What follows belongs to an exercise in optimizing a design on an open flow for small area, a short achievable clock period and few clock cycles; a production flow would make more cautious choices. For this run, only the layout was checked, not whether the RTL still works. No activity file was given, so power comes from the tool's default toggle rates.

### flow/config.mk
export PLATFORM = sky130hd
export DESIGN_NAME = ia_cpu
export DESIGN_NICKNAME = ia_cpu
export VERILOG_FILES = /design/flow/design.v
export SDC_FILE = /design/flow/constraint.sdc
export NUM_CORES = 4
export LEC_CHECK = 0
export CAP_MARGIN = 20
export CORE_MARGIN = 2
export CORE_UTILIZATION = 40
export PLACE_DENSITY = 0.6
export SLEW_MARGIN = 20
### flow/constraint.sdc
create_clock -name core_clock -period 8.0 [get_ports {clk}]
set_input_delay 1.6000 -clock core_clock [delete_from_list [all_inputs] [get_ports {clk}]]
set_output_delay 1.6000 -clock core_clock [all_outputs]
set_load 0.01 [all_outputs]
### flow/design.v
module ia_alu (
    input  wire [2:0] op,      
    input  wire [7:0] a,       
    input  wire [7:0] b,       
    output reg  [7:0] r,
    output reg        c,
    output reg        v,
    output wire       z,
    output wire       n
);
    localparam ALU_ADD  = 3'd0;
    localparam ALU_TWOS = 3'd1;
    localparam ALU_AND  = 3'd2;
    localparam ALU_OR   = 3'd3;
    localparam ALU_XOR  = 3'd4;
    localparam ALU_NOT  = 3'd5;
    reg [7:0] x, y;
    reg [8:0] s;
    always @(*) begin
        x = (op == ALU_TWOS) ? ~a : a;
        y = (op == ALU_TWOS) ? 8'h01 : b;
        s = {1'b0, x} + {1'b0, y};
        c = s[8];
        v = (x[7] == y[7]) && (s[7] != x[7]);
        case (op)
            ALU_ADD, ALU_TWOS: r = s[7:0];
            ALU_AND:           r = a & b;
            ALU_OR:            r = a | b;
            ALU_XOR:           r = a ^ b;
            default:           r = ~a;
        endcase
    end
    assign z = (r == 8'h00);
    assign n = r[7];
endmodule
module ia_mem (
    input  wire       clk,
    input  wire       we,
    input  wire [7:0] waddr,
    input  wire [7:0] wdata,
    input  wire [7:0] raddr_a,
    output wire [7:0] rdata_a,
    input  wire [7:0] raddr_b,
    output wire [7:0] rdata_b
);
    reg [7:0] mem [0:255];
    always @(posedge clk)
        if (we) mem[waddr] <= wdata;
    assign rdata_a = mem[raddr_a];
    assign rdata_b = mem[raddr_b];
endmodule
module ia_cpu (
    input  wire       clk,
    input  wire       rst,           
    input  wire       load_we,       
    input  wire [7:0] load_addr,     
    input  wire [7:0] load_data,
    output wire [7:0] mem_rdata,     
    input  wire       start,         
    output wire       halted,
    output wire       fault,
    output wire [7:0] acc,
    output wire [7:0] pc,
    output wire [3:0] status,        
    output wire       out_valid,
    output wire [7:0] out_data,
    input  wire       out_ready,
    input  wire       in_valid,
    input  wire [7:0] in_data,
    output wire       in_ready
);
    localparam [5:0]
        U_FETCH    = 6'd0,  U_DECODE   = 6'd1,  U_EXECUTE  = 6'd2,  U_BRANCH  = 6'd3,
        U_END      = 6'd4,  U_BUSREQ   = 6'd5,  U_BUSGRANT = 6'd6,  U_BUSREL  = 6'd7,
        U_READON   = 6'd8,  U_READOFF  = 6'd9,  U_WRITEON  = 6'd10, U_WRITEOFF = 6'd11,
        U_MAR_PC   = 6'd12, U_MAR_MDR  = 6'd13, U_ABUS_MAR = 6'd14, U_ABUS_MDR = 6'd15,
        U_MEMOUT   = 6'd16, U_MEMIN    = 6'd17, U_LOAD_MDR = 6'd18, U_LOAD_ACC = 6'd19,
        U_LOAD_PC  = 6'd20, U_CIR1     = 6'd21, U_CIR2     = 6'd22, U_INC_MAR = 6'd23,
        U_INC_PC   = 6'd24, U_DBUS_ACC = 6'd25, U_DBUS_MDR = 6'd26, U_DBUS_OPND = 6'd27,
        U_DBUS_RES = 6'd28, U_GETVAL1  = 6'd29, U_GETVAL2  = 6'd30, U_ALU_ADD = 6'd31,
        U_ALU_TWOS = 6'd32, U_ALU_LOGIC = 6'd33, U_ALU_NOT = 6'd34, U_IO_OPEN = 6'd35,
        U_IO_PUT   = 6'd36, U_IO_CB    = 6'd37, U_IO_CLOSE = 6'd38, U_IN_LOAD = 6'd39,
        U_IO_REL   = 6'd40;
    localparam [1:0] N_SEQ = 2'd0, N_FETCH = 2'd1, N_EXEC = 2'd2, N_DISP = 2'd3;
    localparam [6:0]
        A_FETCH = 7'd0,   A_OPND0 = 7'd18, A_OPND1 = 7'd23,
        A_EXEC  = 7'd34,  A_ADD    = 7'd35, A_SUB   = 7'd45, A_LOGIC = 7'd56,
        A_NOT   = 7'd66,  A_READ   = 7'd74, A_WRITE = 7'd82, A_GOTO  = 7'd90,
        A_BRANCH = 7'd95, A_OUTPUT = 7'd96, A_INPUT = 7'd100, A_END  = 7'd102;
    localparam [1:0] S_IDLE = 2'd0, S_RUN = 2'd1, S_HALT = 2'd2;
    reg [1:0]  run;
    reg        fault_r;
    reg [6:0]  upc;
    reg [7:0]  pc_r, mar, mdr, acc_r;
    reg [13:0] cir;
    reg [3:0]  st;           
    reg [7:0]  abus, dbus, iobus;
    reg [7:0]  val1, val2, res;
    reg        req, gnt, rd, wr, iognt, submark;
    wire [3:0] opcode = cir[13:10];
    wire [1:0] amode  = cir[9:8];
    wire [7:0] opnd   = cir[7:0];
    reg [5:0] uop;
    reg [1:0] unext;
    always @(*) begin
        unext = N_SEQ;
        case (upc)
            7'd0:   uop = U_FETCH;
            7'd1:   uop = U_BUSREQ;
            7'd2:   uop = U_BUSGRANT;
            7'd3:   uop = U_MAR_PC;
            7'd4:   uop = U_READON;
            7'd5:   uop = U_ABUS_MAR;
            7'd6:   uop = U_MEMOUT;
            7'd7:   uop = U_LOAD_MDR;
            7'd8:   uop = U_CIR1;
            7'd9:   uop = U_INC_MAR;
            7'd10:  uop = U_ABUS_MAR;
            7'd11:  uop = U_MEMOUT;
            7'd12:  uop = U_LOAD_MDR;
            7'd13:  uop = U_CIR2;
            7'd14:  uop = U_READOFF;
            7'd15:  uop = U_INC_PC;
            7'd16:  uop = U_BUSREL;
            7'd17:  begin uop = U_DECODE; unext = N_DISP; end
            7'd18:  uop = U_BUSREQ;
            7'd19:  uop = U_BUSGRANT;
            7'd20:  uop = U_DBUS_OPND;
            7'd21:  uop = U_LOAD_MDR;
            7'd22:  begin uop = U_BUSREL; unext = N_EXEC; end
            7'd23:  uop = U_BUSREQ;
            7'd24:  uop = U_BUSGRANT;
            7'd25:  uop = U_DBUS_OPND;
            7'd26:  uop = U_LOAD_MDR;
            7'd27:  uop = U_MAR_MDR;
            7'd28:  uop = U_READON;
            7'd29:  uop = U_ABUS_MAR;
            7'd30:  uop = U_MEMOUT;
            7'd31:  uop = U_LOAD_MDR;
            7'd32:  uop = U_READOFF;
            7'd33:  begin uop = U_BUSREL; unext = N_EXEC; end
            7'd34:  begin uop = U_EXECUTE; unext = N_DISP; end
            7'd35:  uop = U_BUSREQ;
            7'd36:  uop = U_BUSGRANT;
            7'd37:  uop = U_DBUS_ACC;
            7'd38:  uop = U_GETVAL1;
            7'd39:  uop = U_DBUS_MDR;
            7'd40:  uop = U_GETVAL2;
            7'd41:  uop = U_ALU_ADD;
            7'd42:  uop = U_DBUS_RES;
            7'd43:  uop = U_LOAD_ACC;
            7'd44:  begin uop = U_BUSREL; unext = N_FETCH; end
            7'd45:  uop = U_BUSREQ;
            7'd46:  uop = U_BUSGRANT;
            7'd47:  uop = U_DBUS_MDR;
            7'd48:  uop = U_GETVAL1;
            7'd49:  uop = U_ALU_TWOS;
            7'd50:  uop = U_DBUS_ACC;
            7'd51:  uop = U_GETVAL2;
            7'd52:  uop = U_ALU_ADD;
            7'd53:  uop = U_DBUS_RES;
            7'd54:  uop = U_LOAD_ACC;
            7'd55:  begin uop = U_BUSREL; unext = N_FETCH; end
            7'd56:  uop = U_BUSREQ;
            7'd57:  uop = U_BUSGRANT;
            7'd58:  uop = U_DBUS_MDR;
            7'd59:  uop = U_GETVAL1;
            7'd60:  uop = U_DBUS_ACC;
            7'd61:  uop = U_GETVAL2;
            7'd62:  uop = U_ALU_LOGIC;
            7'd63:  uop = U_DBUS_RES;
            7'd64:  uop = U_LOAD_ACC;
            7'd65:  begin uop = U_BUSREL; unext = N_FETCH; end
            7'd66:  uop = U_BUSREQ;
            7'd67:  uop = U_BUSGRANT;
            7'd68:  uop = U_DBUS_ACC;
            7'd69:  uop = U_GETVAL1;
            7'd70:  uop = U_ALU_NOT;
            7'd71:  uop = U_DBUS_RES;
            7'd72:  uop = U_LOAD_ACC;
            7'd73:  begin uop = U_BUSREL; unext = N_FETCH; end
            7'd74:  uop = U_BUSREQ;
            7'd75:  uop = U_BUSGRANT;
            7'd76:  uop = U_READON;
            7'd77:  uop = U_ABUS_MDR;
            7'd78:  uop = U_MEMOUT;
            7'd79:  uop = U_LOAD_ACC;
            7'd80:  uop = U_READOFF;
            7'd81:  begin uop = U_BUSREL; unext = N_FETCH; end
            7'd82:  uop = U_BUSREQ;
            7'd83:  uop = U_BUSGRANT;
            7'd84:  uop = U_WRITEON;
            7'd85:  uop = U_ABUS_MDR;
            7'd86:  uop = U_DBUS_ACC;
            7'd87:  uop = U_MEMIN;
            7'd88:  uop = U_WRITEOFF;
            7'd89:  begin uop = U_BUSREL; unext = N_FETCH; end
            7'd90:  uop = U_BUSREQ;
            7'd91:  uop = U_BUSGRANT;
            7'd92:  uop = U_DBUS_MDR;
            7'd93:  uop = U_LOAD_PC;
            7'd94:  begin uop = U_BUSREL; unext = N_FETCH; end
            7'd95:  begin uop = U_BRANCH; unext = N_DISP; end
            7'd96:  uop = U_IO_OPEN;
            7'd97:  uop = U_IO_PUT;
            7'd98:  uop = U_IO_CB;
            7'd99:  begin uop = U_IO_CLOSE; unext = N_FETCH; end
            7'd100: uop = U_IN_LOAD;
            7'd101: begin uop = U_IO_REL; unext = N_FETCH; end
            default: uop = U_END;
        endcase
    end
    wire class_none = (opcode == 4'd5) || (opcode >= 4'd13);
    reg [6:0] exec_target;
    always @(*) begin
        case (opcode)
            4'd0:                  exec_target = A_ADD;
            4'd1:                  exec_target = A_SUB;
            4'd2, 4'd3, 4'd4:      exec_target = A_LOGIC;
            4'd5:                  exec_target = A_NOT;
            4'd6:                  exec_target = A_READ;
            4'd7:                  exec_target = A_WRITE;
            4'd8:                  exec_target = A_GOTO;
            4'd9, 4'd10, 4'd11, 4'd12: exec_target = A_BRANCH;
            4'd13:                 exec_target = A_OUTPUT;
            4'd14:                 exec_target = A_INPUT;
            default:               exec_target = A_END;
        endcase
    end
    wire [1:0] br_sel   = opcode[1:0] - 2'd1;
    wire       br_taken = st[br_sel];
    wire io_wait = (uop == U_IO_CB && !out_ready) || (uop == U_IN_LOAD && !in_valid);
    reg  [2:0] alu_op;
    wire [7:0] alu_r;
    wire       alu_c, alu_v, alu_z, alu_n;
    always @(*) begin
        case (uop)
            U_ALU_TWOS:  alu_op = 3'd1;
            U_ALU_NOT:   alu_op = 3'd5;
            U_ALU_LOGIC: alu_op = (opcode == 4'd2) ? 3'd2 : (opcode == 4'd3) ? 3'd3 : 3'd4;
            default:     alu_op = 3'd0;
        endcase
    end
    ia_alu u_alu (
        .op(alu_op), .a(val1), .b(val2),
        .r(alu_r), .c(alu_c), .v(alu_v), .z(alu_z), .n(alu_n)
    );
    wire       running = (run == S_RUN);
    wire       cpu_we  = running && (uop == U_MEMIN);
    wire       host_we = (run == S_IDLE) && load_we;
    wire [7:0] mem_q;
    ia_mem u_mem (
        .clk(clk),
        .we(cpu_we || host_we),
        .waddr(cpu_we ? abus : load_addr),
        .wdata(cpu_we ? dbus : load_data),
        .raddr_a(abus),
        .rdata_a(mem_q),
        .raddr_b(load_addr),
        .rdata_b(mem_rdata)
    );
    always @(posedge clk) begin
        if (rst) begin
            run     <= S_IDLE;
            fault_r <= 1'b0;
            upc     <= A_FETCH;
            pc_r    <= 8'd0;
            mar     <= 8'd0;
            mdr     <= 8'd0;
            acc_r   <= 8'd0;
            cir     <= 14'd0;
            st      <= 4'd0;
            abus    <= 8'd0;
            dbus    <= 8'd0;
            iobus   <= 8'd0;
            val1    <= 8'd0;
            val2    <= 8'd0;
            res     <= 8'd0;
            req     <= 1'b0;
            gnt     <= 1'b0;
            rd      <= 1'b0;
            wr      <= 1'b0;
            iognt   <= 1'b0;
            submark <= 1'b0;
        end else if (run == S_IDLE) begin
            if (start) begin
                run <= S_RUN;
                upc <= A_FETCH;
            end
        end else if (running) begin
            if (!io_wait) begin
                case (unext)
                    N_SEQ:   upc <= upc + 7'd1;
                    N_FETCH: upc <= A_FETCH;
                    N_EXEC:  upc <= A_EXEC;
                    default: begin
                        if (uop == U_DECODE)
                            upc <= class_none ? A_EXEC : (amode[0] ? A_OPND1 : A_OPND0);
                        else if (uop == U_EXECUTE)
                            upc <= exec_target;
                        else  
                            upc <= br_taken ? A_GOTO : A_FETCH;
                    end
                endcase
            end
            case (uop)
                U_DECODE:    if (amode[1]) begin run <= S_HALT; fault_r <= 1'b1; end
                U_END:       run <= S_HALT;
                U_BUSREQ:    req <= 1'b1;
                U_BUSGRANT:  gnt <= 1'b1;
                U_BUSREL:    begin req <= 1'b0; gnt <= 1'b0; end
                U_READON:    rd <= 1'b1;
                U_READOFF:   rd <= 1'b0;
                U_WRITEON:   wr <= 1'b1;
                U_WRITEOFF:  wr <= 1'b0;
                U_MAR_PC:    mar <= pc_r;
                U_MAR_MDR:   mar <= mdr;
                U_ABUS_MAR:  abus <= mar;
                U_ABUS_MDR:  abus <= mdr;
                U_MEMOUT:    dbus <= mem_q;
                U_LOAD_MDR:  mdr <= dbus;
                U_LOAD_ACC:  acc_r <= dbus;
                U_LOAD_PC:   pc_r <= dbus;
                U_CIR1:      cir[13:6] <= mdr;
                U_CIR2:      cir[5:0] <= mdr[5:0];
                U_INC_MAR:   mar <= mar + 8'd1;
                U_INC_PC:    pc_r <= pc_r + 8'd2;
                U_DBUS_ACC:  dbus <= acc_r;
                U_DBUS_MDR:  dbus <= mdr;
                U_DBUS_OPND: dbus <= opnd;
                U_DBUS_RES:  dbus <= res;
                U_GETVAL1:   val1 <= dbus;
                U_GETVAL2:   val2 <= dbus;
                U_ALU_ADD:   begin res <= alu_r; st <= {alu_c, alu_v, alu_n, alu_z}; submark <= (upc == 7'd52); end
                U_ALU_TWOS:  begin res <= alu_r; val1 <= alu_r; st <= {alu_c, alu_v, alu_n, alu_z}; end
                U_ALU_LOGIC,
                U_ALU_NOT:   begin res <= alu_r; st[1:0] <= {alu_n, alu_z}; end
                U_IO_OPEN:   iognt <= 1'b1;
                U_IO_PUT:    iobus <= acc_r;
                U_IO_CLOSE:  iognt <= 1'b0;
                U_IN_LOAD:   if (in_valid) acc_r <= in_data;
                U_IO_REL:    iognt <= 1'b0;
                default:     ;
            endcase
        end
    end
    assign halted    = (run == S_HALT);
    assign fault     = fault_r;
    assign acc       = acc_r;
    assign pc        = pc_r;
    assign status    = st;
    assign out_valid = running && (uop == U_IO_CB);
    assign out_data  = iobus;
    assign in_ready  = running && (uop == U_IN_LOAD);
endmodule
### flow/run.sh
#!/bin/bash
# synth_recipe.tcl (not shown) runs the flow's synth.tcl, then flattens the netlist and writes it again
# the make line also repeats each setting of config.mk as NAME=value (left out here)
make -C /OpenROAD-flow-scripts/flow DESIGN_CONFIG=/design/flow/config.mk WORK_HOME=/design/flow/orfs CLKGATE_MAP_FILE= SYNTH_SCRIPT=/design/flow/synth_recipe.tcl finish
==> flow_metrics.tcl <==
set metrics [dict create \
    wl_met2_mm 149.9 \
    ios 70 \
    layout-drive-gt1-share_pct 36.49 \
    clock_latency_ns 0.89 \
    multi_input_area_um2 37550 \
    worst_pin_slew_ns 1.252 \
    synth_top_area_share_pct 59.49 \
    fin_skew_ns 0.04930 \
    maxUsedRoutingLayer "met5" \
    worstHoldPathCells 2 \
    synth.most_common_cell "edfxtp_1" \
    synth_area_um2 103400 \
    hold_class "register to register" \
    crit_arrival_ns 5.56 \
    period_share_pct 89.56 \
    rows 186 \
    synthCells 5206 \
    syn_nets 5283 \
    cts_root_buffer "clkbuf_16" \
    postCtsSetupBuffers 0 \
    die_w_um 512.4 \
    numCtsBuffers 225 \
    hold-worst-slack_ns 0.4624 \
    met3_length_mm 27.55 \
    nets 5399 \
    die_h_um 512.4 \
    fp.coreArea_um2 256900 \
    port-buffer-count 69 \
    ys.flop_type "edfxtp_1" \
    cts_tree "done" \
    finalHoldViolations 0 \
    drt_wl_total_mm 308.9 \
    dieArea_um2 262500 \
    initial_core_util_pct 40.23 \
    endpoint_kind "primary output" \
    clkTransAtPathRegs_ns 0.06 \
    htreeDepth 4 \
    routedLengthMet1_mm 120.9 \
    yosysWarnings 3 \
    irDropWorstVdd_mv 0.2432 \
    reg2reg_depth 6 \
    synth-async-reset-ratio_pct 0 \
    yosys.area.top_type "edfxtp_1" \
    finalSetupViolCount 0 \
    cp_max_fo 37 \
    antenna_found_initial 14 \
    post-route-min-period_ns 7.164 \
    rsz0062_at_grt "no" \
    final_area_um2 116600 \
    grt_pass1_vias 57070 \
    avgViaCountPerCell 6.434 \
    dp_slack_ns 0.8118 \
    ant_nets 0 \
    grt_usage_pct 23.27 \
    ys_seq_area_share_pct 62.01 \
    startpoint_type "input pin" \
    grt_pass1_wl_mm 435.2 \
    cts_sinks 2178 \
    final.fill_count 21550 \
    p_leak_nw 34.75 \
    ctsResizeCount 0 \
    dp_hpwl_mm 193.7 \
    vias 57287 \
    cap_violations 0 \
    final_cells 8904 \
    max-slew-margin-rel_pct 16.56 \
    drtIter0Drc 8378 \
    totalPowerFinal_mw 24.58 \
    grt_max_degree 225 \
    dr.pass1.iters 6 \
    synth_edf_count 2048 \
    cp.required_ns 6.40 \
    outcome "no timing/DRC/antenna violations" \
    globalplace.congestion 0.8807 \
    final_util_pct 45.39 \
    syn_avg_cell_area_um2 19.86 \
    layout_setup_ws_ns 0.8356 \
    critPathKind "input pin to primary output" \
    max_clock_freq_mhz 139.6 \
    sequential_cell_area_um2 64120 \
    grt_overflow 0 \
    power.density_nw_per_um2 210.8 \
    ctsHoldBuffers 0 \
    placed_area_um2 109000 \
    cts_buffer_depth 3 \
    maxSlewViolCount 0 \
    ys_ff_latch 2178 \
    area_growth_pct 12.82 \
    synthDistinctLibCells 83 \
    wl_per_cell_um 34.69 \
    remaining_drc_errors 0 \
    rrSetupSlack_ns 2.36 \
    setup_tns_ns 0 \
    dp_cells 8476 \
    synth_area_leaders "edfxtp_1 59%, mux4_2 29%, dfxtp_1 2.5%" \
    synth.top_cells.by_count "2048 x edfxtp_1, 1344 x mux4_2, 421 x nor2_1" \
]
[kinds of logic (layout without fill, tap and decap cells)]
| group | count (synthesis) | after routing | synth area share, % |
|---|---|---|---|
| buffers and inverters | 461 | 766 | 1.892 |
| muxes | 1428 | 1428 | 30.10 |
| adders and majority gates | 47 | 47 | 0.5761 |
| other | 0 | 9 | 0 |
| and+or+nand+nor | 737 | 737 | 3.067 |
| AOI/OAI and AO/OA | 335 | 335 | 2.186 |
| DFF | 2178 | 2178 | 62.01 |
| xor gates and xnor gates | 20 | 20 | 0.1694 |
[per-layer routing]
layer,track usage [%],up-vias
li1,-,22692
met1,32.23,31022
met2,37.34,3076
met3,4.180,493
met4,7.715,4
met5,0,-
[where the power goes]
part | switching, mW | internal [mW]
logic | 0.827 | 0.533
registers | 0.0248 | 12.5
clock network | 4.59 | 6.14
[flip-flops by register name (all words and copies together) (netlist names), named ones only]
register	count
abus	8
acc_r	8
cir	14
dbus	8
exec_target	7
fault_r	1
iobus	8
mar	8
mdr	8
pc_r	8
res	7
run	2
st	4
u_mem.mem	2048
unext	2
uop	6
upc	7
val1	8
val2	8
[layout make-up]
cell class / count / share of cell area (%)
sequential: 2178 / 54.98
antenna: 9 / 0.01931
tap: 3384 / 3.631
multi-input combinational: 2567 / 32.20
clock buffer: 277 / 5.129
clock inverter: 139 / 1.295
timing repair buffer: 306 / 2.603
inverter: 44 / 0.1416
[worst paths after layout]
check	start	to
worst max register to register	run[1]	u_mem.mem[208][4]
worst min-delay path	cir[6]	cir[6]
worst max-delay path	load_addr[0]	mem_rdata[4]
worst min register to register	cir[6]	cir[6]
[worst max-delay path, cell delays in order]
cell             delay (ns)
buf_8                  0.45
buf_4                  0.50
mux4_2                 0.57
mux4_2                 0.59
mux4_2                 0.60
mux4_2                 0.57
clkdlybuf4s50_1        0.54
[layout by cell type, fill, tap and decap left out, drive strengths merged, types with 9 or more instances in the layout]
cell           Yosys  routed
a21oi             81      81
or3                9       9
o211ai            12      12
dfxtp            130     130
nand2b            15      15
nand3             48      48
a221oi            10      10
edfxtp          2048    2048
buf              160     244
clkdlybuf4s50      0      62
a211oi            40      40
nor2             422     422
nand2            152     152
mux4            1344    1344
nor3              23      23
clkbuf           257     277
bufinv             0      26
diode              0       9
a31oi             15      15
nor2b             10      10
xnor2             16      16
a22oi             25      25
inv               43      45
o21ai             59      59
mux2i             80      80
ha                46      46
clkinv             1      99
o31ai             10      10
clkinvlp           0      13

-- re-timing with driven ports --
The results above use ideal ports. As a check the final layout listed here was re-extracted and re-timed, cells and wires unchanged. Step 1, drivers: a clkbuf_16 drives clk and a buf_2 each remaining input, both assumed. Step 2 also shifts input and output timing later by t, the mid clock arrival at the registers, as if the neighbouring blocks saw the same clock. Three values: ideal, step 1, step 2; two values: the first two.
shift t [ns]: 0.963
setup WS [ns]: 0.836 / 0.787 / 0.787
hold WS [ns]: 0.462 / 0.462 / 0.462
worst data-port slew with drivers (ns): 0.21
pins driven straight from the clock port: 1
After both steps this run still meets setup and hold. The setup slack of this run moves by -0.049 ns with the drivers and by -0.049 ns with both steps.
